Source: an optimization exercise on an open RTL-to-GDS flow (aim: small area, a short achievable clock period and few clock cycles per item). Production flows keep margins and buffers that such runs may drop. Function was checked by simulation only, so behaviour that the tests miss may differ from the original. Power and IR drop assume default switching activity.

==> flow/design.v <==
module jlfe_xxtea (
    input  wire         clk,
    input  wire         rst,           
    input  wire         cmd_valid,
    output wire         cmd_ready,
    input  wire         cmd_decrypt,   
    input  wire [3:0]   cmd_nm1,       
    input  wire [127:0] cmd_key,       
    input  wire         in_valid,
    output wire         in_ready,
    input  wire [31:0]  in_data,
    output wire         out_valid,
    input  wire         out_ready,
    output wire [31:0]  out_data,
    output wire         out_last
);
    localparam [1:0] S_IDLE = 2'd0,    
                     S_LOAD = 2'd1,    
                     S_PREF = 2'd2,    
                     S_RUN  = 2'd3;    
    reg  [1:0]   state;
    reg          dec;
    reg  [3:0]   nm1;
    reg  [127:0] key;
    reg  [31:0]  v [0:15];
    reg  [3:0]   li;          
    reg  [3:0]   P;           
    reg  [3:0]   PN;          
    reg  [3:0]   PNN;         
    reg  [2:0]   m;           
    reg  [31:0]  W;           
    reg  [31:0]  Y;           
    reg  [31:0]  Z;           
    reg  [31:0]  KW;          
    reg  [31:0]  S;           
    reg          wpend;       
    reg  [3:0]   PP;          
    reg          cdec;        
    reg          LS;          
    reg          cr;          
    reg          ir;          
    reg          olast;       
    reg          oact;        
    reg  [3:0]   o;           
    reg  [3:0]   onm1;        
    wire running = (state == S_RUN);
    wire loading = (state == S_LOAD);
    wire [31:0] mx_a, mx_b, w_new;
    xxtea_add32 add_a (.a((Z >> 5) ^ (Y << 2)), .b((Y >> 3) ^ (Z << 4)), .ci(1'b0), .s(mx_a));
    xxtea_add32 add_b (.a(S ^ Y), .b(KW ^ Z), .ci(1'b0), .s(mx_b));
    xxtea_add32 add_w (.a(W), .b(mx_a ^ mx_b ^ {32{dec}}), .ci(dec), .s(w_new));
    wire [3:0]  pnn_next  = dec ? ((PNN == 4'd0) ? nm1 : PNN - 4'd1)
                                : ((PNN == nm1)  ? 4'd0 : PNN + 4'd1);
    wire        n2 = (nm1 == 4'd1);
    wire [3:0]  s0 = dec ? nm1 : 4'd0;
    wire [3:0]  s1 = dec ? nm1 - 4'd1 : 4'd1;
    wire [3:0]  s2 = dec ? (n2 ? nm1 : nm1 - 4'd2) : (n2 ? 4'd0 : 4'd2);
    wire [3:0]  rend      = dec ? 4'd0 : nm1;
    wire        round_end = (P == rend);
    wire        last_rnd  = (m == (dec ? 3'd1 : 3'd6));
    wire        last_step = running && LS;
    wire [2:0]  m_next    = round_end ? (dec ? m - 3'd1 : m + 3'd1) : m;
    reg  [31:0] sum_n;
    always @(*) begin
        case (running ? m_next : (dec ? 3'd6 : 3'd1))
            3'd1:    sum_n = 32'h9E3779B9;
            3'd2:    sum_n = 32'h3C6EF372;
            3'd3:    sum_n = 32'hDAA66D2B;
            3'd4:    sum_n = 32'h78DDE6E4;
            3'd5:    sum_n = 32'h1715609D;
            default: sum_n = 32'hB54CDA56;
        endcase
    end
    wire [1:0]  ksel_n = (running ? PN[1:0] : s0[1:0]) ^ sum_n[3:2];
    wire out_more  = oact && (o != onm1);        
    wire out_fire  = oact && out_ready;
    wire out_free  = !oact || (out_ready && (o == onm1));
    assign cmd_ready = cr;
    wire cmd_fire    = cmd_valid && cr;
    assign in_ready  = ir;
    wire in_fire     = in_valid && ir;
    wire load_last   = (li == nm1);
    wire go_run = out_free && ((state == S_PREF) || (loading && in_fire && load_last));
    assign out_valid = oact;
    assign out_data  = W;
    assign out_last  = olast;
    wire [3:0]  a1 = running ? PN  : (out_more ? o + 4'd1 : s0);
    wire [3:0]  a2 = running ? PNN : s1;
    wire [31:0] C    = cdec ? Y : Z;
    wire        f1n  = last_step && dec;
    wire        f1c  = wpend && (a1 == PP);
    wire        f1i  = loading && !out_more && (s0 == li);
    wire        f2c  = wpend && (a2 == PP);
    wire        f2i  = loading && (s1 == li);
    wire        a1_odd  = a1[0];
    wire        a2_odd  = a2[0];
    wire        a1_zero = (a1 == 4'd0);
    wire        a2_zero = (a2 == 4'd0);
    wire [2:0]  ae = (!a1_odd && !a1_zero) ? a1[3:1] : a2[3:1];
    wire [2:0]  ao = a1_odd ? a1[3:1] : a2[3:1];
    wire [31:0] r_even = v[{ae, 1'b0}];
    wire [31:0] r_odd  = v[{ao, 1'b1}];
    wire [31:0] rd1 = f1n ? w_new : f1c ? C : f1i ? in_data
                    : a1_odd ? r_odd : a1_zero ? v[0] : r_even;
    wire [31:0] rd2 = f2c ? C : f2i ? in_data
                    : a2_odd ? r_odd : a2_zero ? v[0] : r_even;
    always @(posedge clk) begin
        if (wpend)
            v[PP] <= C;
        else if (in_fire)
            v[li] <= in_data;
        if (running || go_run || out_fire)
            W <= rd1;
        KW <= key[32*ksel_n +: 32];
        S  <= sum_n;
        if (running) begin
            PP   <= P;
            cdec <= dec;
        end
        if (running && (dec || n2))
            Y <= w_new;
        else if (in_fire && dec && (li == 4'd0))
            Y <= in_data;
        else if ((running || go_run) && !dec)
            Y <= rd2;
        if (running && (!dec || n2))
            Z <= w_new;
        else if (in_fire && !dec)
            Z <= in_data;
        else if ((running || go_run) && dec)
            Z <= rd2;
        if (go_run) begin
            P   <= s0;
            PN  <= s1;
            PNN <= s2;
            m   <= dec ? 3'd6 : 3'd1;
        end else if (running) begin
            P   <= PN;
            PN  <= PNN;
            PNN <= pnn_next;
            m   <= m_next;
        end
        if (rst) begin
            state <= S_IDLE;
            oact  <= 1'b0;
            wpend <= 1'b0;
            LS    <= 1'b0;
            cr    <= 1'b1;
            ir    <= 1'b0;
        end else begin
            state <= nx_state;
            oact  <= nx_oact;
            wpend <= running;
            LS    <= nx_ls;
            cr    <= (nx_state == S_IDLE) || nx_ls;
            ir    <= (nx_state == S_LOAD) && !running && (!nx_oact || (nx_li <= nx_o));
        end
        o     <= nx_o;
        onm1  <= nx_onm1;
        olast <= (nx_o == nx_onm1);
        li    <= nx_li;
        if (cmd_fire) begin
            dec <= cmd_decrypt;
            nm1 <= cmd_nm1;
            key <= cmd_key;
        end
    end
    reg  [1:0]  nx_state;
    reg         nx_oact;
    reg  [3:0]  nx_o, nx_onm1, nx_li;
    wire        nx_ls = running && (PN == rend) && last_rnd;
    always @(*) begin
        nx_oact = oact;
        nx_o    = o;
        nx_onm1 = onm1;
        if (last_step) begin
            nx_oact = 1'b1;
            nx_o    = 4'd0;
            nx_onm1 = nm1;
        end else if (out_fire) begin
            if (o == onm1)
                nx_oact = 1'b0;
            nx_o = o + 4'd1;
        end
        nx_li    = in_fire ? li + 4'd1 : li;
        nx_state = state;
        if (cmd_fire) begin
            nx_li    = 4'd0;
            nx_state = S_LOAD;
        end else begin
            case (state)
                S_LOAD:  if (in_fire && load_last)
                             nx_state = go_run ? S_RUN : S_PREF;
                S_PREF:  if (go_run)
                             nx_state = S_RUN;
                S_RUN:   if (last_step)
                             nx_state = S_IDLE;
                default: ;
            endcase
        end
    end
endmodule
module xxtea_add32 (
    input  wire [31:0] a,
    input  wire [31:0] b,
    input  wire        ci,
    output wire [31:0] s
);
    wire [31:0] p0 = a ^ b;
    reg  [31:0] g, p, gn, pn;
    integer d, i;
    always @(*) begin
        g = a & b;
        p = p0;
        g[0] = g[0] | (p0[0] & ci);
        for (d = 1; d < 32; d = d * 2) begin
            gn = g;
            pn = p;
            for (i = d; i < 32; i = i + 1) begin
                gn[i] = g[i] | (p[i] & g[i-d]);
                pn[i] = p[i] & p[i-d];
            end
            g = gn;
            p = pn;
        end
    end
    assign s = p0 ^ {g[30:0], ci};
endmodule
==> flow/run.sh <==
#!/bin/bash
# synth_recipe.tcl (not shown) runs the flow's synth.tcl, then flattens the netlist and writes it again
# the make line also repeats each setting of config.mk as NAME=value (left out here)
make -C /OpenROAD-flow-scripts/flow DESIGN_CONFIG=/design/flow/config.mk WORK_HOME=/design/flow/orfs CLKGATE_MAP_FILE= SYNTH_SCRIPT=/design/flow/synth_recipe.tcl finish
==> flow/config.mk <==
export PLATFORM = sky130hd
export DESIGN_NAME = jlfe_xxtea
export DESIGN_NICKNAME = jlfe_xxtea
export VERILOG_FILES = /design/flow/design.v
export SDC_FILE = /design/flow/constraint.sdc
export NUM_CORES = 4
export LEC_CHECK = 0
export CAP_MARGIN = 20
export CORE_MARGIN = 2
export CORE_UTILIZATION = 40
export PLACE_DENSITY = 0.6
export SLEW_MARGIN = 20
==> flow/constraint.sdc <==
create_clock -name core_clock -period 12.0 [get_ports {clk}]
set_input_delay 2.4000 -clock core_clock [delete_from_list [all_inputs] [get_ports {clk}]]
set_output_delay 2.4000 -clock core_clock [all_outputs]
set_load 0.01 [all_outputs]
==> results of run 1 <==
path summary, 6_finish.rpt:
check | start | end | slack [ns]
hold / removal | P[2]$_DFFE_PN_ | PP[2]$_DFFE_PP_ | 0.54
setup / recovery | Y[0]$_DFFE_PP_ | W[30]$_DFFE_PP_ | 5.75
hold reg to reg | P[2]$_DFFE_PN_ | PP[2]$_DFFE_PP_ | 0.54
setup reg to reg | Y[0]$_DFFE_PP_ | W[30]$_DFFE_PP_ | 5.75
metrics by stage:
| step | instance area, um2 | utilization (%) | instances |
|---|---|---|---|
| after floorplan | 42100 | - | 3405 |
| after global placement | 46000 | 43.9 | 4896 |
| after detailed placement | 46100 | 44.0 | 4901 |
| after CTS | 49100 | 46.9 | 5069 |
| after global routing | 49200 | 46.9 | 5071 |
| final | 49200 | 46.9 | 5072 |
logic make-up (layout without fill, tap and decap cells):
group | after synthesis | count (layout)
DFF | 826 | 826
muxes | 336 | 336
adders and majority gates | 115 | 115
and+or+nand+nor | 772 | 772
other | 0 | 1
AOI/OAI and AO/OA | 785 | 785
buffers and inverters | 257 | 532
xor gates and xnor gates | 314 | 314
cell type report:
cell class,count,area (um2)
fillers,9397,55600
flip-flops and latches,826,24200
multi-input cells,2322,17300
repair buffers,285,2710
clock buffers,114,2420
well taps,1391,1740
clock inverters,54,573
inverters,79,302
diodes,1,2.50
worst reg2reg max path: cells and delay by family (launching register included):
family / cells / cell delay [ns]
XOR/XNOR: 3 / 0.67
AND/OR/NAND/NOR: 5 / 0.44
buffers and inverters: 1 / 0.09
adder cells (fa/ha/maj): 3 / 1.04
flip-flops: 1 / 0.43
AO/OA/AOI/OAI: 13 / 3.32
cells in the mapped netlist, types with 65 or more instances:
cell,count
edfxtp_1,761
nand2_1,355
mux2i_1,286
nor2_1,179
a21oi_1,174
xnor2_1,157
xor2_1,155
clkbuf_1,117
ha_1,111
o21ai_0,88
inv_1,75
nand3_1,72
dfxtp_1,65
routing by layer:
layer | GRT usage, % | vias to the layer above | wire (um)
met5 | 0 | - | 0
met4 | 5.52 | 0 | 2580
met3 | 4.26 | 158 | 11000
met2 | 34.5 | 1389 | 56100
met1 | 35.6 | 14700 | 59500
li1 | - | 13400 | -
cell usage in the layout, fill, tap and decap left out, types with 74 or more instances in the layout:
cell               n
o21ai_0           88
buf_4             76
edfxtp_1         761
clkbuf_16         91
a21oi_1          155
clkdlybuf4s50_1  205
inv_1             74
xnor2_1          156
mux2i_1          286
nor2_1           154
xor2_1           154
nand2_1          354
ha_1             111
state kept, by name, summed over array words and instances (netlist names), 3 cells and up:
name and cells:
v 512, onm1 4, S 13, m 3, P 4, PNN 4
li 4, o 4, key 128, W 32, PP 4, PN 4
Y 32, Z 32, nm1 4, KW 32
power by group through the flow:
| stage | Sequential [uW] | Clock [uW] | Combinational, uW |
|---|---|---|---|
| floorplan | 3360 | 0 | 1840 |
| global placement | 3380 | 0 | 2610 |
| detailed placement | 3380 | 0 | 2610 |
| CTS | 3320 | 2860 | 2630 |
| global route | 3330 | 2960 | 2900 |
| finish | 3320 | 2810 | 2680 |
==> impl_metrics.env, run 1 <==
export IMPL_cts_htree_levels=3
export IMPL_grt_first_pass_wirelength_mm=189
export IMPL_area_growth_pct=16.8
export IMPL_synthAdderAreaFrac_pct=3.49
export IMPL_synth_main_ff_cell="edfxtp_1"
export IMPL_place_ws_ns=5.87
export IMPL_ant_nets=0
export IMPL_avgViaCountPerCell=5.85
export IMPL_die_h_um=329
export IMPL_core_area_um2=105000
export IMPL_rsz0062_at_grt="false"
export IMPL_cpLargestDelayFamily="compound AO/OA/AOI/OAI gates"
export IMPL_design_die_area_um2=108000
export IMPL_crit_cells=25
export IMPL_final_nets=3889
export IMPL_setup_viol=0
export IMPL_arrival_ns=6.64
export IMPL_root_buffer="clkbuf_16"
export IMPL_clock_skew_ns=0.0254
export IMPL_layout_drive_gt1_share_pct=9.05
export IMPL_ys_ff_latch=826
export IMPL_r2r_cells=25
export IMPL_rows=119
export IMPL_postCtsHoldBufs=0
export IMPL_netSwitchingFraction_pct=32.7
export IMPL_cp_max_fo=4
export IMPL_syn_avg_cell_area_um2=12.4
export IMPL_crit_required_ns=12.39
export IMPL_synthDistinctLibCells=87
export IMPL_criticalPathCategory="flip-flop to flip-flop"
export IMPL_cts_buffer_depth=3
export IMPL_hp_class="flip-flop to flip-flop"
export IMPL_critical_path_max_stage_delay_ns=0.82
export IMPL_synthMuxAreaShare_pct=8.99
export IMPL_drc_errors=0
export IMPL_comb_power_share_pct=30.4
export IMPL_first_pass_iters=6
export IMPL_fin_crit_sh_pct=52.1
export IMPL_cts_buffers_inserted=90
export IMPL_cpMaxStageDelayCell="o41ai_1"
export IMPL_ir_drop_mv=0.110
export IMPL_drt_wirelength_per_cell_um=25.5
export IMPL_synth_top_cell_by_area="edfxtp_1"
export IMPL_clock_sinks=826
export IMPL_clk_pin_slew_worst_paths_ns=0.06
export IMPL_whs_ns=0.543
export IMPL_synth_xor_area_share_pct=6.59
export IMPL_outcome="finished clean"
export IMPL_slew_violations=0
export IMPL_period_needed_ns=6.25
export IMPL_synthDominantCellAreaShare_pct=54.2
export IMPL_io_buffers=205
export IMPL_cts_setup_buffers=0
export IMPL_p_int_uw=5930
export IMPL_start_kind="flip-flop"
export IMPL_cp_num_buf_inv=1
export IMPL_clk_latency_ns=0.66
export IMPL_start_util_pct=40.2
export IMPL_syn_nets=3690
export IMPL_p_per_area_nw_per_um2=179
export IMPL_io_pins=206
export IMPL_place_gp_congestion=0.943
export IMPL_grt_max_degree=78
export IMPL_synth_top_family_by_area="compound AO/OA/AOI/OAI gates"
export IMPL_grt_use_total_pct=23.4
export IMPL_worst_slew_pin_slew_ns=1.18
export IMPL_p_leak_uw=0.0182
export IMPL_cts_tree="yes"
export IMPL_dp_final_hpwl_mm=91.9
export IMPL_seq_power_share_pct=37.7
export IMPL_synthArstFlopShare_pct=0
export IMPL_finalWorstSetupSlack_ns=5.75
export IMPL_endpoint_kind="flip-flop"
export IMPL_postCtsResizedCells=0
export IMPL_drtIter0Drc=3486
export IMPL_num_vias=29700
export IMPL_yosysWarnings=2
export IMPL_max_slew_margin_pct=20.9
export IMPL_die_w_um=329
export IMPL_synth_area_leaders="edfxtp_1 (54%), mux2i_1 (6.8%), ha_1 (3.3%), xnor2_1 (3.3%), xor2_1 (3.2%)"
export IMPL_synth_compound_area_share_pct=13.1
export IMPL_antenna_found_initial=0
export IMPL_holdPathStages=0
export IMPL_hold_viol=0
export IMPL_p_switching_uw=2880
export IMPL_max_cap_viol_count=0
export IMPL_routed_wl_mm=129
export IMPL_netlist_instances=3405
export IMPL_power_share_clock_pct=31.9
export IMPL_power_uw=8810
export IMPL_synth_yosys_seq_area_share_pct=57.3
export IMPL_synth_edf_count=761
export IMPL_finalSetupTns_ns=0
export IMPL_grt_overflow=0
export IMPL_fmax_mhz=160
export IMPL_netlist_area_um2=42100
export IMPL_first_global_vias=27700
export IMPL_synth_simple_area_share_pct=8.07
Testbench counts, summed over its fixed seeds: cycles 25,541, words 3,474.
==> run 2: changes to the inputs <==
==> flow/flow/run.sh (new file) <==
#!/bin/bash
# The standard synthesis and layout. The only change: the timing repair
# passes aim for more setup slack than the clock period needs, on the worst
# paths only, so they keep speeding up the mixing loop.
set -euo pipefail
bash standard.sh synth > synth.log 2>&1
bash standard.sh SETUP_SLACK_MARGIN=7 TNS_END_PERCENT=0 SKIP_GATE_CLONING=1 finish > layout.log 2>&1
==> flow/standard.sh (new file) <==
#!/bin/bash
# synth_recipe.tcl (not shown) runs the flow's synth.tcl, then flattens the netlist and writes it again
# the make line also repeats each setting of config.mk as NAME=value (left out here)
make -C /OpenROAD-flow-scripts/flow DESIGN_CONFIG=/design/flow/config.mk WORK_HOME=/design/flow/orfs CLKGATE_MAP_FILE= SYNTH_SCRIPT=/design/flow/synth_recipe.tcl "${@:-finish}"
removed: flow/run.sh
==> run 2 against run 1 <==
  * Utilization increased by 0.52 points
  * Count of clock-buffer cells in the layout is 4 higher
  * Die area did not move
  * Critical path depth decreased by 17
  * Global-route usage increased by 0.25 points
  * Synthesized cell count unchanged
  * Hold slack better by 0.0082 ns
  * First-iteration DRC count is 0.92% lower
  * Area after synthesis did not move
  * Combinational power is 7.8% higher
  * Cell area is 1.1% higher
  * Register-to-register slack better by 1.0 ns
==> impl_metrics.env, run 2 <==
export IMPL_hold_viol=0
export IMPL_clk_pin_slew_worst_paths_ns=0.06
export IMPL_grt_use_total_pct=23.7
export IMPL_period_needed_ns=5.22
export IMPL_rsz0062_at_grt="true"
export IMPL_postCtsHoldBufs=0
export IMPL_fin_crit_sh_pct=43.5
export IMPL_fmax_mhz=192
export IMPL_final_cell_mix="edfxtp_1 (761), nand2_1 (352), mux2i_1 (286)"
export IMPL_synthArstFlopShare_pct=0
export IMPL_drtIter0Drc=3454
export IMPL_largest_reg_flops=512
export IMPL_place_gp_congestion=0.953
export IMPL_final_nets=3920
export IMPL_clock_skew_ns=0.0636
export IMPL_max_cap_viol_count=0
export IMPL_synth_yosys_seq_area_share_pct=57.3
export IMPL_fillers=9269
export IMPL_syn_nets=3690
export IMPL_arrival_ns=5.57
export IMPL_synth_main_ff_cell="edfxtp_1"
export IMPL_synth_area_leaders="edfxtp_1 (54%), mux2i_1 (6.8%), ha_1 (3.3%), xnor2_1 (3.3%), xor2_1 (3.2%)"
export IMPL_cts_htree_levels=3
export IMPL_drc_errors=0
export IMPL_netlist_instances=3405
export IMPL_grt_overflow=0
export IMPL_io_buffers=205
export IMPL_layout_drive_gt1_share_pct=10.6
export IMPL_max_slew_margin_pct=24.4
export IMPL_area_growth_pct=18.1
export IMPL_clk_latency_ns=0.69
export IMPL_cts_buffers_inserted=90
export IMPL_netlist_area_um2=42100
export IMPL_start_kind="input port"
export IMPL_grt_max_degree=126
export IMPL_slew_violations=0
export IMPL_start_util_pct=40.2
export IMPL_drt_wirelength_per_cell_um=25.6
export IMPL_ant_nets=0
export IMPL_clock_sinks=826
export IMPL_mostFrequentLayoutCell="edfxtp_1"
export IMPL_die_w_um=329
export IMPL_hp_class="flip-flop to flip-flop"
export IMPL_whs_ns=0.551
export IMPL_reg_largest_list="v: 512 flops, key: 128 flops"
export IMPL_place_ws_ns=6.00
export IMPL_syn_avg_cell_area_um2=12.4
export IMPL_cp_max_fo=72
export IMPL_regMostFlops="v"
export IMPL_crit_required_ns=12.35
export IMPL_worst_slew_pin_slew_ns=1.13
export IMPL_outcome="finished clean"
export IMPL_ir_drop_mv=0.132
export IMPL_design_die_area_um2=108000
export IMPL_setup_viol=0
export IMPL_p_per_area_nw_per_um2=180
export IMPL_routed_wl_mm=130
export IMPL_num_vias=29800
export IMPL_power_uw=8930
export IMPL_synth_top_cell_by_area="edfxtp_1"
export IMPL_io_pins=206
export IMPL_yosysWarnings=2
export IMPL_diodes=0
export IMPL_ys_ff_latch=826
export IMPL_fin_util_pct=47.5
export IMPL_yosys_cell_count_top_type="edfxtp_1"
export IMPL_finalWorstSetupSlack_ns=6.78
export IMPL_dp_final_hpwl_mm=93.2
export IMPL_endpoint_kind="flip-flop"
export IMPL_avgViaCountPerCell=5.84
export IMPL_synth_edf_count=761
export IMPL_synthDistinctLibCells=87
export IMPL_synthDominantCellAreaShare_pct=54.2
export IMPL_core_area_um2=105000
export IMPL_p_leak_uw=0.0184
export IMPL_grt_first_pass_wirelength_mm=191
export IMPL_finalSetupTns_ns=0
export IMPL_criticalPathCategory="input port to flip-flop"
export IMPL_synth_common_cells="edfxtp_1 (761), nand2_1 (355), mux2i_1 (286)"
export IMPL_cts_buffer_depth=3
export IMPL_die_h_um=329
export IMPL_rows=119
export IMPL_root_buffer="clkbuf_16"
export IMPL_first_pass_iters=6
export IMPL_cts_tree="yes"
export IMPL_first_global_vias=28100
export IMPL_antenna_found_initial=1
-- run 2: cell count changes in the layout (fill, tap and decap cells not counted), moves of 6 or more --
cell and change:
o21ai_0 -10, buf_16 +6, xnor2_1 -8, clkbuf_1 +6, buf_4 +19, o21ai_1 +7
xnor2_2 +8
-- run 2: final timing paths --
| kind | startpoint | end | slack [ns] | cells past startpoint |
|---|---|---|---|---|
| worst max-delay path | in_valid | v[14][29]$_DFFE_PP_ | 6.78 | 8 |
| worst min register to register | key[10]$_DFFE_PP_ | KW[10]$_DFF_P_ | 0.55 | 1 |
| worst max register to register | Y[0]$_DFFE_PP_ | Z[26]$_DFFE_PP_ | 6.78 | 23 |
| worst min-delay path | key[10]$_DFFE_PP_ | KW[10]$_DFF_P_ | 0.55 | 1 |
-- run 2: cell type report --
type / instances / area (um2) / area share (%)
clock buffer: 118 / 2440 / 4.91
clock inverter: 46 / 440 / 0.885
inverter: 79 / 300 / 0.604
multi-input combinational: 2322 / 17600 / 35.3
sequential: 826 / 24200 / 48.6
tap: 1391 / 1740 / 3.50
timing repair buffer: 316 / 3110 / 6.24
-- run 2: where the power goes --
part | leakage, uW | total (uW) | internal (uW) | switching, uW
sequential | 0.00746 | 3320 | 3260 | 59.7
clock | 0.00139 | 2720 | 1550 | 1170
combinational | 0.00953 | 2890 | 1160 | 1740
-- run 2: critical path, stage by stage --
cell and delay [ns]:
clkdlybuf4s50_1 0.42, and2_1 0.16, buf_4 0.19, nand2b_2 0.08, buf_4 0.63, a31oi_1 0.55
nor2_4 0.66, buf_4 0.42
-- run 2: cells by family (layout without fill, tap and decap cells) --
family | count (synthesis) | after routing | share of synthesized area [%]
xor+xnor | 314 | 314 | 6.59
simple gates | 772 | 772 | 8.07
compound gates | 785 | 785 | 13.1
mux | 336 | 336 | 8.99
flops | 826 | 826 | 57.3
buf+inv | 257 | 559 | 2.47
fa+ha+maj | 115 | 115 | 3.49
-- run 2: per-layer routing --
metal | global-route usage (%) | vias up | wire length, um
met2 | 35.1 | 1363 | 57100
met5 | 0 | - | 0
met4 | 6.02 | 0 | 3090
li1 | - | 13500 | -
met3 | 4.72 | 165 | 11300
met1 | 35.3 | 14800 | 58800
-- run 2: metrics by stage --
stage | instance area (um2) | cells
detailed placement | 46300 | 4904
finish | 49700 | 5098
global route | 49700 | 5098
floorplan | 42200 | 3405
global placement | 46000 | 4892
CTS | 49500 | 5089
-- run 2: timing repair --
action | in CTS | in global routing
pin swaps | 21 | 23
buffers inserted | 21 | 8
resized for setup | 35 | 24
endpoints found under the setup margin | 150 | 260
==> run 3: changes to the inputs <==
==> flow/flow/run.sh (replaced) <==
#!/bin/bash
# The standard synthesis and layout. The only change: the timing repair
# passes aim for more setup slack than the clock period needs, on the worst
# paths only, so they keep speeding up the mixing loop.
set -euo pipefail
bash standard.sh synth > synth.log 2>&1
bash standard.sh SETUP_SLACK_MARGIN=9 TNS_END_PERCENT=0 SKIP_GATE_CLONING=1 finish > layout.log 2>&1
--- a/flow/config.mk
+++ b/flow/config.mk
@@ -8,5 +8,7 @@
 export CAP_MARGIN = 20
 export CORE_MARGIN = 2
 export CORE_UTILIZATION = 40
+export CTS_CLUSTER_DIAMETER = 80
+export CTS_CLUSTER_SIZE = 20
 export PLACE_DENSITY = 0.6
 export SLEW_MARGIN = 20
==> run 3 against run 2 <==
  * Still clean on timing, DRC and antenna
  * Die area did not move
  * Utilization fell by 1.1 points
  * Sequential power barely moved
  * Critical path depth rose by 12
  * Power fell by 9.5%
  * Cell count fell by 1.5%
  * Worst setup slack improved by 0.10 ns
  * Area after synthesis did not move
  * Synthesized cell count did not move
  * Sequential share of layout area rose by 1.2 points
  * Hold slack barely moved
  * Largest power group unchanged
  * Highest routed layer unchanged
==> impl_metrics.env, run 3 <==
export IMPL_cpMaxStageDelayCell="edfxtp_1"
export IMPL_regMostFlops="v"
export IMPL_hold_viol=0
export IMPL_criticalPathCategory="flip-flop to flip-flop"
export IMPL_netlist_instances=3405
export IMPL_yosysWarnings=2
export IMPL_synth_area_leaders="edfxtp_1 (54%), mux2i_1 (6.8%), ha_1 (3.3%), xnor2_1 (3.3%), xor2_1 (3.2%)"
export IMPL_place_gp_congestion=0.953
export IMPL_r2r_cells=20
export IMPL_start_kind="flip-flop"
export IMPL_p_per_area_nw_per_um2=167
export IMPL_routed_wl_mm=130
export IMPL_ant_nets=0
export IMPL_mostFrequentLayoutCell="edfxtp_1"
export IMPL_comb_power_share_pct=36.6
export IMPL_p_switching_uw=2810
export IMPL_p_leak_uw=0.0178
export IMPL_final_cell_mix="edfxtp_1 (761), nand2_1 (351), mux2i_1 (286)"
export IMPL_avgViaCountPerCell=5.89
export IMPL_seq_power_share_pct=41.0
export IMPL_critical_path_most_common_cell="a21oi_1"
export IMPL_fillers=9373
export IMPL_clock_sinks=826
export IMPL_clk_pin_slew_worst_paths_ns=0.09
export IMPL_first_pass_iters=6
export IMPL_crit_required_ns=12.39
export IMPL_netSwitchingFraction_pct=34.8
export IMPL_grt_overflow=0
export IMPL_r2r_end="W[29]$_DFFE_PP_"
export IMPL_grt_use_total_pct=23.4
export IMPL_rrSetupSlack_ns=6.88
export IMPL_drt_wirelength_per_cell_um=25.8
export IMPL_synth_main_ff_cell="edfxtp_1"
export IMPL_die_w_um=329
export IMPL_power_uw=8090
export IMPL_holdPathStages=0
export IMPL_area_growth_pct=15.2
export IMPL_grt_max_degree=126
export IMPL_yosys_cell_count_top_type="edfxtp_1"
export IMPL_reg_largest_list="v: 512 flops, key: 128 flops"
export IMPL_place_area_um2=46300
export IMPL_worst_slew_pin_slew_ns=1.14
export IMPL_clk_latency_ns=0.69
export IMPL_layout_drive_gt1_share_pct=10.1
export IMPL_cp_max_fo=5
export IMPL_max_slew_margin_pct=23.4
export IMPL_netlist_area_um2=42100
export IMPL_die_h_um=329
export IMPL_synthDistinctLibCells=87
export IMPL_synth_top_cell_by_area="edfxtp_1"
export IMPL_num_vias=29600
export IMPL_design_die_area_um2=108000
export IMPL_root_buffer="clkbuf_16"
export IMPL_r2r_start="Y[16]$_DFFE_PP_"
export IMPL_syn_avg_cell_area_um2=12.4
export IMPL_fin_crit_sh_pct=42.7
export IMPL_hp_class="flip-flop to flip-flop"
export IMPL_cp_cell_sequence="xor2_1 -> ha_1 -> a211o_1 -> a2111oi_4 -> a21oi_1 -> a21o_1 -> a21oi_1 -> xnor2_2 -> ha_1 -> a21o_1 -> a21oi_2 -> a21boi_4 -> buf_4 -> nor4_2 -> a21oi_2 -> o21ai_2 -> o21bai_1 -> a21oi_1 -> xor2_1 -> o22ai_1"
export IMPL_ys_ff_latch=826
export IMPL_postCtsHoldBufs=0
export IMPL_arrival_ns=5.51
export IMPL_synth_common_cells="edfxtp_1 (761), nand2_1 (355), mux2i_1 (286)"
export IMPL_core_area_um2=105000
export IMPL_syn_nets=3690
export IMPL_synthArstFlopShare_pct=0
export IMPL_hold_end="PP[0]$_DFFE_PP_"
export IMPL_rsz0062_at_grt="true"
export IMPL_period_needed_ns=5.12
export IMPL_first_global_vias=27700
export IMPL_cts_tree="yes"
export IMPL_rows=119
export IMPL_largest_reg_flops=512
export IMPL_start_util_pct=40.2
export IMPL_power_share_clock_pct=22.4
export IMPL_cts_buffers_inserted=51
export IMPL_final_nets=3896
export IMPL_finalSetupTns_ns=0
export IMPL_io_buffers=205
export IMPL_p_int_uw=5280
export IMPL_fmax_mhz=195
export IMPL_diodes=0
export IMPL_cpLargestDelayFamily="compound AO/OA/AOI/OAI gates"
export IMPL_slew_violations=0
export IMPL_setup_viol=0
export IMPL_cts_buffer_depth=3
export IMPL_synthDominantCellAreaShare_pct=54.2
export IMPL_cp_num_buf_inv=1
export IMPL_drc_errors=0
export IMPL_ir_drop_mv=0.127
export IMPL_endpoint_kind="flip-flop"
export IMPL_io_pins=206
export IMPL_synth_edf_count=761
export IMPL_final_cell_area_um2=48600
export IMPL_outcome="finished clean"
export IMPL_critical_path_max_stage_delay_ns=0.51
export IMPL_drtIter0Drc=3472
export IMPL_synth_yosys_seq_area_share_pct=57.3
export IMPL_dp_final_hpwl_mm=93.2
export IMPL_antenna_found_initial=1
export IMPL_min_delay_start="P[0]$_DFFE_PN_"
export IMPL_grt_first_pass_wirelength_mm=189
export IMPL_cts_htree_levels=2
export IMPL_clock_skew_ns=0.0489
export IMPL_max_cap_viol_count=0
run 3: worst register-to-register path: cells and delay by family, from the launching register on:
family / cells / cell delay (ns)
buffers and inverters: 1 / 0.14
adder cells (fa/ha/maj): 2 / 0.76
flip-flops: 1 / 0.51
AND/OR/NAND/NOR: 1 / 0.22
XOR/XNOR: 3 / 0.65
AO/OA/AOI/OAI: 13 / 2.59
run 3: power by group through the flow:
| stage | Combinational [uW] | Clock [uW] | Sequential [uW] |
|---|---|---|---|
| floorplan | 1850 | 0 | 3350 |
| global placement | 2590 | 0 | 3390 |
| detailed placement | 2590 | 0 | 3390 |
| CTS | 2790 | 1850 | 3320 |
| global route | 3180 | 1930 | 3330 |
| finish | 2960 | 1810 | 3320 |
run 3: area by class of cell:
type                            count  area (um2)  area share [%]
Clock inverter                     16         214           0.441
Clock buffer                       57        1300            2.67
Multi-Input combinational cell   2322       17600            36.3
Tap cell                         1391        1740            3.58
Timing Repair Buffer              331        3220            6.62
Inverter                           79         300           0.618
Sequential cell                   826       24200            49.7
run 3: kinds of logic after synthesis:
logic type	synth area share [%]
AOI/OAI and AO/OA	13.1
xor gates and xnor gates	6.59
and+or+nand+nor	8.07
DFF	57.3
buffers and inverters	2.47
muxes	8.99
adders and majority gates	3.49
run 3: worst max path at each step:
stage / startpoint / to / slack (ns) / depth (start not counted)
final: Y[16]$_DFFE_PP_ / W[29]$_DFFE_PP_ / 6.88 / 20
after floorplan: cmd_valid / ir$_SDFF_PP0_ / 6.35 / 11
after CTS: Y[0]$_DFFE_PP_ / Y[28]$_DFFE_PP_ / 6.94 / 22
after global placement: Y[0]$_DFFE_PP_ / W[30]$_DFFE_PP_ / 6.04 / 25
after detailed placement: Z[0]$_DFFE_PP_ / W[30]$_DFFE_PP_ / 6.00 / 25
after global routing: Z[5]$_DFFE_PP_ / Y[28]$_DFFE_PP_ / 6.66 / 21
run 3: layer usage:
metal	global-route usage (%)	wire length, um	share of wire, %	up-vias
met4	5.22	2760	2.1	0
li1	-	-	-	13400
met1	35.4	59000	46	14700
met3	3.87	10900	8.4	156
met2	35.2	56800	44	1282
met5	0	0	0	-
run 3: repair_timing:
item | 4_1_cts | 5_1_grt
resized for setup | 53 | 29
setup buffers | 34 | 11
pin swaps | 39 | 34
setup endpoints to repair | 1459 | 1467
hold endpoints to repair | 0 | 0
run 3: stage by stage:
step	hold slack (ns)	cells	setup slack (ns)	utilization [%]
2_1_floorplan	0.452	3405	6.35	-
3_3_place_gp	0.529	4892	6.04	43.9
3_5_place_dp	0.533	4904	6.00	44.2
4_1_cts	0.554	5011	6.94	46.1
5_1_grt	0.579	5022	6.66	46.3
6_report	0.552	5022	6.88	46.3
==> run 4: changes to the inputs <==
==> flow/flow/run.sh (replaced) <==
#!/bin/bash
# The standard synthesis and layout, with two changes: the timing repair
# passes aim for more setup slack than the clock period needs, on the worst
# paths only, so they keep speeding up the mixing loop; and the buffer put
# on every input and output port is a plain buf_1.
set -euo pipefail
bash standard.sh synth > synth.log 2>&1
bash standard.sh SETUP_SLACK_MARGIN=9 TNS_END_PERCENT=5 SKIP_GATE_CLONING=1 \
    "BUFFER_PORTS_ARGS=-buffer_cell sky130_fd_sc_hd__buf_1" finish > layout.log 2>&1
==> run 4 against run 3 <==
  * Highest routed layer is now met5
  * Critical path type unchanged
  * Sequential power about the same
  * Cell area up 2.7%
  * Still clean on timing, DRC and antenna
  * Count of clock-buffer cells in the layout up 4
  * Die area did not move
  * First-iteration DRC count increased by 23%
==> impl_metrics.env, run 4 <==
export IMPL_outcome="finished clean"
export IMPL_r2r_start="Z[7]$_DFFE_PP_"
export IMPL_largest_reg_flops=512
export IMPL_arrival_ns=5.51
export IMPL_area_growth_pct=18.3
export IMPL_slew_violations=0
export IMPL_ir_drop_mv=0.141
export IMPL_cts_buffer_depth=3
export IMPL_clock_skew_ns=0.0262
export IMPL_hold_end="PP[1]$_DFFE_PP_"
export IMPL_dp_final_hpwl_mm=89.8
export IMPL_place_gp_congestion=0.936
export IMPL_cts_htree_levels=2
export IMPL_p_leak_uw=0.0182
export IMPL_die_h_um=329
export IMPL_netlist_instances=3405
export IMPL_yosys_cell_count_top_type="edfxtp_1"
export IMPL_clk_pin_slew_worst_paths_ns=0.09
export IMPL_synth_edf_count=761
export IMPL_place_inst=4883
export IMPL_syn_avg_cell_area_um2=12.4
export IMPL_clk_latency_ns=0.69
export IMPL_synth_top_cell_by_area="edfxtp_1"
export IMPL_syn_nets=3690
export IMPL_cts_tree="yes"
export IMPL_core_area_um2=105000
export IMPL_cts_buffers_inserted=51
export IMPL_worst_slew_pin_slew_ns=1.12
export IMPL_synth_common_cells="edfxtp_1 (761), nand2_1 (355), mux2i_1 (286)"
export IMPL_synthDominantCellAreaShare_pct=54.2
export IMPL_design_die_area_um2=108000
export IMPL_grt_use_total_pct=25.5
export IMPL_area_sequential_um2=24200
export IMPL_synth_main_ff_cell="edfxtp_1"
export IMPL_min_delay_start="P[1]$_DFFE_PN_"
export IMPL_avgViaCountPerCell=6.03
export IMPL_final_cell_count_no_fill=5117
export IMPL_synth_yosys_seq_area_share_pct=57.3
export IMPL_start_kind="flip-flop"
export IMPL_endpoint_kind="flip-flop"
export IMPL_final_cell_area_um2=49800
export IMPL_num_vias=30800
export IMPL_r2r_cells=23
export IMPL_rsz0062_at_grt="true"
export IMPL_drt_wirelength_per_cell_um=28.0
export IMPL_mostFrequentLayoutCell="edfxtp_1"
export IMPL_routed_wl_mm=143
export IMPL_setup_viol=0
export IMPL_criticalPathCategory="flip-flop to flip-flop"
export IMPL_p_per_area_nw_per_um2=183
export IMPL_reg_largest_list="v: 512 flops, key: 128 flops"
export IMPL_first_pass_iters=7
export IMPL_start_util_pct=40.2
export IMPL_final_cell_mix="edfxtp_1 (761), nand2_1 (345), mux2i_1 (279)"
export IMPL_multiInputGateArea_um2=18900
export IMPL_grt_first_pass_wirelength_mm=201
export IMPL_synth_area_leaders="edfxtp_1 (54%), mux2i_1 (6.8%), ha_1 (3.3%), xnor2_1 (3.3%), xor2_1 (3.2%)"
export IMPL_fillers=9232
export IMPL_layout_drive_gt1_share_pct=17.1
export IMPL_grt_max_degree=78
export IMPL_holdPathStages=0
export IMPL_hp_class="flip-flop to flip-flop"
export IMPL_max_cap_viol_count=0
export IMPL_hold_viol=0
export IMPL_ys_ff_latch=826
export IMPL_antenna_found_initial=12
export IMPL_max_slew_margin_pct=24.8
export IMPL_cp_max_fo=3
export IMPL_grt_overflow=0
export IMPL_final_nets=3986
export IMPL_die_w_um=329
export IMPL_synthDistinctLibCells=87
export IMPL_finalSetupTns_ns=0
export IMPL_period_needed_ns=5.11
export IMPL_synthArstFlopShare_pct=0
export IMPL_clock_sinks=826
export IMPL_fin_crit_sh_pct=42.5
export IMPL_ant_nets=0
export IMPL_root_buffer="clkbuf_16"
export IMPL_yosysWarnings=2
export IMPL_regMostFlops="v"
export IMPL_io_pins=206
export IMPL_drtIter0Drc=4278
export IMPL_io_buffers=205
export IMPL_fmax_mhz=196
export IMPL_r2r_end="W[29]$_DFFE_PP_"
export IMPL_rows=119
export IMPL_crit_required_ns=12.40
export IMPL_first_global_vias=28200
export IMPL_rrSetupSlack_ns=6.89
export IMPL_place_area_um2=44700
export IMPL_netlist_area_um2=42100
export IMPL_drc_errors=0
[run 4: cell types whose count changed in the layout (fill, tap and decap cells not counted), sizes merged]
cell and delta:
inv -1, bufinv -1, diode +2, buf +295, clkdlybuf4s50 -205, clkinvlp +1
clkbuf +4
[run 4: cells by family (layout without fill, tap and decap cells)]
logic type	after synthesis	after routing	synth area share, %
simple gates	772	772	8.07
fa+ha+maj	115	115	3.49
xor+xnor	314	314	6.59
mux	336	336	8.99
buf+inv	257	576	2.47
compound gates	785	785	13.1
flops	826	826	57.3
other cells	0	2	0
[run 4: worst max path at each step]
| stage | end | startpoint | cells after the start | slack [ns] |
|---|---|---|---|---|
| global placement | W[30]$_DFFE_PP_ | Y[0]$_DFFE_PP_ | 25 | 6.01 |
| floorplan | ir$_SDFF_PP0_ | cmd_valid | 11 | 6.36 |
| CTS | W[30]$_DFFE_PP_ | Y[0]$_DFFE_PP_ | 22 | 6.91 |
| detailed placement | W[30]$_DFFE_PP_ | Z[0]$_DFFE_PP_ | 25 | 5.87 |
| global route | W[29]$_DFFE_PP_ | Y[0]$_DFFE_PP_ | 27 | 6.65 |
| finish | W[29]$_DFFE_PP_ | Z[7]$_DFFE_PP_ | 23 | 6.89 |
[run 4: worst max-delay path, stage by stage, from the launching register on]
cell and delay, ns:
edfxtp_1 0.43, xor2_1 0.19, ha_2 0.30, o21ai_1 0.12, o21bai_1 0.10, o31a_1 0.30
o31a_1 0.34, and4_4 0.21, or3_4 0.37, xnor2_4 0.16, xnor2_4 0.22, ha_4 0.24
and3_4 0.18, nand2_4 0.07, a21boi_4 0.06, buf_6 0.13, nor4_4 0.34, a21oi_2 0.12
o21ai_2 0.22, o21bai_1 0.13, a21oi_2 0.16, xor2_1 0.18, buf_4 0.16, o22ai_2 0.07
[run 4: cell type report]
| type | instances | share of cell area [%] |
|---|---|---|
| timing repair buffer | 421 | 6.42 |
| clock buffer | 61 | 2.68 |
| sequential | 826 | 48.5 |
| tap | 1391 | 3.49 |
| clock inverter | 15 | 0.349 |
| antenna | 2 | 0.0100 |
| multi-input combinational | 2322 | 37.9 |
| inverter | 79 | 0.620 |
[run 4: repair_timing]
item	in CTS	in global routing
setup endpoints to repair	1459	1458
gates resized for setup	263	133
buffers inserted	104	51
pin swaps	119	112
endpoints found under the hold margin	0	0
hold buffers	0	0
[run 4: layer usage]
| metal | track usage [%] | vias up | wire length, um |
|---|---|---|---|
| met5 | 0 | - | 99 |
| met4 | 7.83 | 18 | 5420 |
| met3 | 5.73 | 256 | 14500 |
| met2 | 38.8 | 1645 | 63500 |
| met1 | 36.1 | 15400 | 59900 |
| li1 | - | 13600 | - |
[run 4: power breakdown]
group          total (uW)  leakage (uW)  switching [uW]  internal (uW)
Combinational        3990        0.0100            2200           1790
Sequential           3320       0.00747            56.8           3260
Clock                1810      0.000729             999            809
[run 4: through the flow]
stage               total power, uW  setup WS [ns]  util, %  hold slack, ns
finish                         9120           6.89     47.6           0.537
global route                   9480           6.65     47.6           0.549
CTS                            8540           6.91     46.4           0.533
detailed placement             5950           5.87     42.6           0.520
global placement               5960           6.01     42.6           0.512
floorplan                      5200           6.36        -           0.452
==> run 5: changes to the inputs <==
--- a/flow/flow/run.sh
+++ b/flow/flow/run.sh
@@ -5,5 +5,5 @@
 # on every input and output port is a plain buf_1.
 set -euo pipefail
 bash standard.sh synth > synth.log 2>&1
-bash standard.sh SETUP_SLACK_MARGIN=9 TNS_END_PERCENT=5 SKIP_GATE_CLONING=1 \
+bash standard.sh SETUP_SLACK_MARGIN=9 TNS_END_PERCENT=0 SKIP_GATE_CLONING=1 \
     "BUFFER_PORTS_ARGS=-buffer_cell sky130_fd_sc_hd__buf_1" finish > layout.log 2>&1
==> run 5 against run 4 <==
  * Sequential cell count unchanged
  * Power is 9.4% lower
  * Sequential share of layout area is 2.5 points higher
  * Utilization shrank 2.3 points
  * Non-clock buffer count decreased by 103
  * Clock skew grew 0.011 ns
  * Still clean
  * Clock power increased by 2%
  * Area after synthesis unchanged
==> impl_metrics.env, run 5 <==
export IMPL_antenna_found_initial=16
export IMPL_fmax_mhz=194
export IMPL_reg_largest_list="v: 512 flops, key: 128 flops"
export IMPL_io_buffers=205
export IMPL_synth_yosys_seq_area_share_pct=57.3
export IMPL_netSwitchingFraction_pct=35.5
export IMPL_period_needed_ns=5.15
export IMPL_die_w_um=329
export IMPL_first_pass_iters=6
export IMPL_cp_cell_sequence="xor2_1 -> ha_1 -> o21ai_2 -> a21oi_2 -> a31o_2 -> o31a_1 -> and4_4 -> or3_4 -> xnor2_4 -> xnor2_2 -> ha_4 -> buf_4 -> a21oi_4 -> a21boi_4 -> a21o_1 -> o41ai_4 -> buf_4 -> buf_6 -> nand2b_4 -> a21oi_4 -> o21ai_2 -> a31oi_1 -> xor2_1 -> a21oi_1"
export IMPL_regMostFlops="v"
export IMPL_die_h_um=329
export IMPL_start_kind="flip-flop"
export IMPL_rsz0062_at_grt="true"
export IMPL_synthArstFlopShare_pct=0
export IMPL_criticalPathCategory="flip-flop to flip-flop"
export IMPL_yosys_cell_count_top_type="edfxtp_1"
export IMPL_design_die_area_um2=108000
export IMPL_hold_viol=0
export IMPL_grt_use_total_pct=24.4
export IMPL_place_ws_ns=5.87
export IMPL_cts_buffers_inserted=51
export IMPL_power_share_clock_pct=22.4
export IMPL_drc_errors=0
export IMPL_cts_buffer_depth=3
export IMPL_avgViaCountPerCell=6.01
export IMPL_synthDominantCellAreaShare_pct=54.2
export IMPL_max_cap_viol_count=0
export IMPL_cts_tree="yes"
export IMPL_synth_area_leaders="edfxtp_1 (54%), mux2i_1 (6.8%), ha_1 (3.3%), xnor2_1 (3.3%), xor2_1 (3.2%)"
export IMPL_core_area_um2=105000
export IMPL_hp_class="flip-flop to flip-flop"
export IMPL_p_switching_uw=2930
export IMPL_root_buffer="clkbuf_16"
export IMPL_drt_wirelength_per_cell_um=27.0
export IMPL_slew_violations=0
export IMPL_dp_final_hpwl_mm=89.4
export IMPL_final_cell_count_no_fill=5018
export IMPL_max_slew_margin_pct=22.5
export IMPL_setup_viol=0
export IMPL_yosysWarnings=2
export IMPL_synthDistinctLibCells=87
export IMPL_netlist_area_um2=42100
export IMPL_grt_first_pass_wirelength_mm=194
export IMPL_final_nets=3883
export IMPL_grt_overflow=0
export IMPL_layout_drive_gt1_share_pct=10.6
export IMPL_ys_ff_latch=826
export IMPL_crit_cells=24
export IMPL_finalSetupTns_ns=0
export IMPL_netlist_instances=3405
export IMPL_comb_power_share_pct=37.3
export IMPL_arrival_ns=5.55
export IMPL_worst_slew_pin_slew_ns=1.16
export IMPL_synth_top_cell_by_area="edfxtp_1"
export IMPL_start_util_pct=40.2
export IMPL_holdPathStages=0
export IMPL_cp_max_fo=5
export IMPL_endpoint_kind="flip-flop"
export IMPL_syn_nets=3690
export IMPL_outcome="finished clean"
export IMPL_clock_sinks=826
export IMPL_power_uw=8260
export IMPL_ir_drop_mv=0.120
export IMPL_cpMaxStageDelayCell="edfxtp_1"
export IMPL_cp_num_buf_inv=3
export IMPL_syn_avg_cell_area_um2=12.4
export IMPL_area_growth_pct=12.5
export IMPL_rrSetupSlack_ns=6.85
export IMPL_p_per_area_nw_per_um2=174
export IMPL_synth_edf_count=761
export IMPL_drtIter0Drc=3478
export IMPL_clock_skew_ns=0.0374
export IMPL_synth_common_cells="edfxtp_1 (761), nand2_1 (355), mux2i_1 (286)"
export IMPL_place_gp_congestion=0.942
export IMPL_cts_htree_levels=2
export IMPL_synth_main_ff_cell="edfxtp_1"
export IMPL_io_pins=206
export IMPL_critical_path_max_stage_delay_ns=0.55
export IMPL_p_int_uw=5330
export IMPL_routed_wl_mm=136
export IMPL_crit_required_ns=12.40
export IMPL_clk_latency_ns=0.69
export IMPL_ant_nets=0
export IMPL_seq_power_share_pct=40.2
export IMPL_place_inst=4881
export IMPL_grt_max_degree=124
export IMPL_final_cell_mix="edfxtp_1 (761), nand2_1 (349), mux2i_1 (285)"
export IMPL_largest_reg_flops=512
export IMPL_p_leak_uw=0.0172
export IMPL_finalWorstSetupSlack_ns=6.85
export IMPL_cpLargestDelayFamily="compound AO/OA/AOI/OAI gates"
export IMPL_mostFrequentLayoutCell="edfxtp_1"
export IMPL_first_global_vias=28300
export IMPL_fin_crit_sh_pct=42.9
export IMPL_r2r_cells=24
export IMPL_clk_pin_slew_worst_paths_ns=0.09
export IMPL_num_vias=30200
export IMPL_rows=119
run 5: cell types whose count changed in the layout (fill, tap and decap cells not counted), sizes merged:
cell and change:
buf -103, clkbuf -1, clkinv -2, bufinv +2, diode +5
run 5: power by group through the flow:
| stage | combinational (uW) | sequential [uW] | clock [uW] |
|---|---|---|---|
| floorplan | 1850 | 3350 | 0 |
| global placement | 2560 | 3390 | 0 |
| detailed placement | 2560 | 3390 | 0 |
| CTS | 2720 | 3320 | 1890 |
| global route | 3280 | 3330 | 1980 |
| finish | 3080 | 3320 | 1850 |
run 5: metrics by stage:
step | instance area, um2 | hold slack, ns | util [%]
4_1_cts | 46700 | 0.528 | 44.5
5_1_grt | 47400 | 0.541 | 45.2
3_3_place_gp | 44700 | 0.511 | 42.6
3_5_place_dp | 44700 | 0.525 | 42.6
2_1_floorplan | 42200 | 0.452 | -
6_report | 47400 | 0.526 | 45.2
run 5: worst reg2reg max path: cells and delay by family (launching register included):
family	cells	cell delay, ns
DFF	1	0.55
xor gates and xnor gates	4	0.88
and+or+nand+nor	3	0.69
AOI/OAI and AO/OA	12	1.64
adders and majority gates	2	0.63
buffers and inverters	3	0.47
run 5: final cells by class:
class | instances | area (um2)
fillers | 9491 | 57400
inverters | 79 | 300
flip-flops and latches | 826 | 24200
well taps | 1391 | 1740
clock buffers | 60 | 1330
clock inverters | 15 | 226
multi-input cells | 2322 | 18000
diodes | 7 | 17.5
repair buffers | 318 | 1680
run 5: worst paths after layout:
check,start,to
max,Y[4]$_DFFE_PP_,Z[28]$_DFFE_PP_
min,P[1]$_DFFE_PN_,PP[1]$_DFFE_PP_
max reg2reg,Y[4]$_DFFE_PP_,Z[28]$_DFFE_PP_
min reg2reg,P[1]$_DFFE_PN_,PP[1]$_DFFE_PP_
run 5: cell families (layout without fill, tap and decap cells):
| kind of cell | count (synthesis) | after routing | synth area share, % |
|---|---|---|---|
| other | 0 | 7 | 0 |
| adder cells (fa/ha/maj) | 115 | 115 | 3.49 |
| flip-flops | 826 | 826 | 57.3 |
| buffers and inverters | 257 | 472 | 2.47 |
| multiplexers | 336 | 336 | 8.99 |
| AO/OA/AOI/OAI | 785 | 785 | 13.1 |
| XOR/XNOR | 314 | 314 | 6.59 |
| AND/OR/NAND/NOR | 772 | 772 | 8.07 |
run 5: routing by layer:
layer / wire length, um / share of wire (%) / GRT usage (%) / vias to the layer above
met3: 13100 / 9.7 / 5.13 / 254
met1: 57600 / 42 / 34.4 / 15000
met4: 4810 / 3.5 / 8.14 / 24
met2: 59900 / 44 / 37.3 / 1549
met5: 150 / 0.11 / 0 / -
li1: - / - / - / 13400
run 5: timing repair:
item / 4_1_cts / 5_1_grt
pin swaps: 32 / 64
buffers inserted: 25 / 28
resized for setup: 47 / 75
hold buffers: 0 / 0
setup endpoints to repair: 1454 / 1463
==> run 6: changes to the inputs <==
--- a/flow/config.mk
+++ b/flow/config.mk
@@ -10,5 +10,5 @@
 export CORE_UTILIZATION = 40
 export CTS_CLUSTER_DIAMETER = 80
 export CTS_CLUSTER_SIZE = 20
-export PLACE_DENSITY = 0.6
+export PLACE_DENSITY = 0.72
 export SLEW_MARGIN = 20
==> run 6 against run 5 <==
  * Sequential share of layout area up 0.25 points
  * Utilization down 0.22 points
  * Via count up 0.47%
  * Register-to-register slack better by 0.09 ns
  * First-iteration DRC count up 11%
  * Count of clock-buffer cells in the layout up 3
  * Worst setup slack better by 0.091 ns
  * Area after synthesis unchanged
  * Still clean
  * Power down 1.1%
  * Clock power down 5%
==> impl_metrics.env, run 6 <==
export IMPL_rows=119
export IMPL_setup_viol=0
export IMPL_layout_drive_gt1_share_pct=10.4
export IMPL_cp_max_fo=6
export IMPL_cp_cell_sequence="xor2_1 -> ha_2 -> inv_1 -> fa_2 -> nor2b_1 -> o21a_1 -> o21ai_2 -> a211oi_2 -> nor2_2 -> o21ai_2 -> xnor2_1 -> xnor2_1 -> ha_2 -> nand2_1 -> nor2_1 -> a211oi_2 -> nand2_1 -> a21oi_1 -> o21bai_1 -> a21o_1 -> a21oi_2 -> xor2_2 -> o221ai_1"
export IMPL_grt_use_met2_pct=35.6
export IMPL_cts_htree_levels=2
export IMPL_start_kind="flip-flop"
export IMPL_slew_violations=0
export IMPL_first_global_vias=28300
export IMPL_root_buffer="clkbuf_16"
export IMPL_grt_first_pass_wirelength_mm=188
export IMPL_hold_viol=0
export IMPL_finalSetupTns_ns=0
export IMPL_drt_wirelength_per_cell_um=25.9
export IMPL_crit_required_ns=12.37
export IMPL_drtIter0Drc=3871
export IMPL_synth_main_ff_cell="edfxtp_1"
export IMPL_ys_ff_latch=826
export IMPL_synthDominantCellAreaShare_pct=54.2
export IMPL_rsz0062_at_grt="true"
export IMPL_place_ws_ns=5.96
export IMPL_avgViaCountPerCell=6.07
export IMPL_die_w_um=329
export IMPL_syn_avg_cell_area_um2=12.4
export IMPL_clock_skew_ns=0.0453
export IMPL_criticalPathCategory="flip-flop to flip-flop"
export IMPL_fin_crit_sh_pct=42.1
export IMPL_start_util_pct=40.2
export IMPL_critical_path_max_stage_delay_ns=0.45
export IMPL_io_pins=206
export IMPL_cts_tree="yes"
export IMPL_p_leak_uw=0.0171
export IMPL_ir_drop_mv=0.125
export IMPL_yosysWarnings=2
export IMPL_synth_edf_count=761
export IMPL_fin_util_pct=45.0
export IMPL_antenna_found_initial=16
export IMPL_mostFrequentLayoutCell="edfxtp_1"
export IMPL_synth_yosys_seq_area_share_pct=57.3
export IMPL_clk_latency_ns=0.67
export IMPL_syn_nets=3690
export IMPL_clk_pin_slew_worst_paths_ns=0.09
export IMPL_netlist_area_um2=42100
export IMPL_cpMaxStageDelayCell="edfxtp_1"
export IMPL_synthArstFlopShare_pct=0
export IMPL_final_cell_mix="edfxtp_1 (761), nand2_1 (350), mux2i_1 (286)"
export IMPL_regMostFlops="v"
export IMPL_drc_errors=0
export IMPL_io_buffers=205
export IMPL_grt_overflow=0
export IMPL_met3_usage_pct=5.77
export IMPL_area_growth_pct=12.0
export IMPL_netlist_instances=3405
export IMPL_largest_reg_flops=512
export IMPL_busiest_layer="met2"
export IMPL_synth_top_cell_by_area="edfxtp_1"
export IMPL_core_area_um2=105000
export IMPL_synth_area_leaders="edfxtp_1 (54%), mux2i_1 (6.8%), ha_1 (3.3%), xnor2_1 (3.3%), xor2_1 (3.2%)"
export IMPL_max_cap_viol_count=0
export IMPL_final_cell_count_no_fill=4995
export IMPL_clock_sinks=826
export IMPL_dp_final_hpwl_mm=87.4
export IMPL_worst_slew_pin_slew_ns=1.10
export IMPL_finalWorstSetupSlack_ns=6.94
export IMPL_hp_class="flip-flop to flip-flop"
export IMPL_die_h_um=329
export IMPL_cpLargestDelayFamily="compound AO/OA/AOI/OAI gates"
export IMPL_cts_buffer_depth=3
export IMPL_yosys_cell_count_top_type="edfxtp_1"
export IMPL_cp_num_buf_inv=1
export IMPL_p_per_area_nw_per_um2=173
export IMPL_grt_use_met1_pct=31.8
export IMPL_reg_largest_list="v: 512 flops, key: 128 flops"
export IMPL_synth_common_cells="edfxtp_1 (761), nand2_1 (355), mux2i_1 (286)"
export IMPL_ant_nets=0
export IMPL_first_pass_iters=6
export IMPL_cts_buffers_inserted=49
export IMPL_synthDistinctLibCells=87
export IMPL_arrival_ns=5.42
export IMPL_place_gp_congestion=0.951
export IMPL_period_needed_ns=5.06
export IMPL_whs_ns=0.546
export IMPL_num_vias=30300
export IMPL_final_nets=3864
export IMPL_max_slew_margin_pct=26.6
export IMPL_fmax_mhz=198
export IMPL_grt_max_degree=124
export IMPL_design_die_area_um2=108000
export IMPL_outcome="finished clean"
export IMPL_place_inst=4882
export IMPL_routed_wl_mm=129
export IMPL_grt_use_total_pct=23.2
export IMPL_endpoint_kind="flip-flop"
-- run 6: what timing repair did --
action	in CTS	in global routing
gates resized for setup	59	73
endpoints found under the setup margin	1457	1462
hold buffers	0	0
pin swaps	38	56
setup buffers	24	12
-- run 6: path summary, 6_finish.rpt --
kind	start	end	slack [ns]	cells after the start
min reg2reg	P[3]$_DFFE_PN_	PP[3]$_DFFE_PP_	0.55	0
max reg2reg	Y[0]$_DFFE_PP_	W[17]$_DFFE_PP_	6.94	23
max	Y[0]$_DFFE_PP_	W[17]$_DFFE_PP_	6.94	23
min	P[3]$_DFFE_PN_	PP[3]$_DFFE_PP_	0.55	0
-- run 6: worst register-to-register path, cell delays in order, from the launching register on --
cell and delay [ns]:
edfxtp_1 0.45, xor2_1 0.18, ha_2 0.24, inv_1 0.06, fa_2 0.35, nor2b_1 0.13
o21a_1 0.15, o21ai_2 0.09, a211oi_2 0.29, nor2_2 0.08, o21ai_2 0.17, xnor2_1 0.12
xnor2_1 0.30, ha_2 0.37, nand2_1 0.09, nor2_1 0.06, a211oi_2 0.29, nand2_1 0.14
a21oi_1 0.18, o21bai_1 0.12, a21o_1 0.21, a21oi_2 0.20, xor2_2 0.27, o221ai_1 0.22
-- run 6: per-layer routing --
layer,share of wire [%],up-vias
met3,12,327
met4,4.3,18
met2,45,1877
met1,39,14800
li1,-,13300
met5,0.087,-
-- run 6: metrics by stage --
stage	total power, uW	area (um2)
finish	8160	47200
global route	8480	47200
CTS	7840	46600
detailed placement	5940	44700
global placement	5920	44700
floorplan	5200	42200
-- run 6: cell families (layout without fill, tap and decap cells) --
logic type	count (synthesis)	after routing	synth area share, %
compound gates	785	785	13.1
xor+xnor	314	314	6.59
fa+ha+maj	115	115	3.49
buf+inv	257	451	2.47
flops	826	826	57.3
mux	336	336	8.99
other cells	0	5	0
simple gates	772	772	8.07
-- run 6: where the power goes --
group	switching [uW]	internal [uW]	total, uW
Combinational	1870	1230	3090
Sequential	60.8	3260	3320
Clock	947	802	1750
Total	2880	5290	8160
-- run 6: final cells by class --
type,instances,area [um2]
fill,9348,57600
sequential,826,24200
multi-input combinational,2322,18000
tap,1391,1740
timing repair buffer,301,1550
clock buffer,63,1350
inverter,79,300
clock inverter,8,91.3
antenna,5,12.5

[port drivers added, routing unchanged]
Ports are ideal in the flow. The routed layouts listed here were re-timed in OpenROAD.
Step 1: set_driving_cell puts a clkbuf_16 on clk and a buf_2 on each other input, an assumption about the parent block.
Step 2 times the ports against the registers' clock, not the clock port: input delays grow and output delays shrink by t, the midpoint of the rising clock arrivals with the driver on.
Slacks: no drivers / after step 1 / after step 2; pairs: no drivers / after step 1.
| run | t, ns | setup slack, ns | worst setup path after step 2 | worst slew at a driven data input, ns | cell pins on the clock port's net |
|---|---|---|---|---|---|
| run 1 | 0.723 | 5.749 / 5.749 / 5.749 | register to register | 0.12 | 1 |
| run 2 | 0.727 | 6.780 / 6.780 / 6.098 | input to register | 0.13 | 1 |
| run 3 | 0.743 | 6.882 / 6.882 / 6.226 | input to register | 0.13 | 1 |
| run 4 | 0.742 | 6.894 / 6.894 / 6.894 | register to register | 0.19 | 1 |
| run 5 | 0.742 | 6.853 / 6.853 / 6.562 | input to register | 0.18 | 1 |
| run 6 | 0.720 | 6.944 / 6.944 / 6.578 | input to register | 0.20 | 1 |
After both steps every run listed still meets setup and hold. For run 2, which loses most, drivers alone change the setup slack by 0.000 ns; drivers and shift together by -0.682 ns.
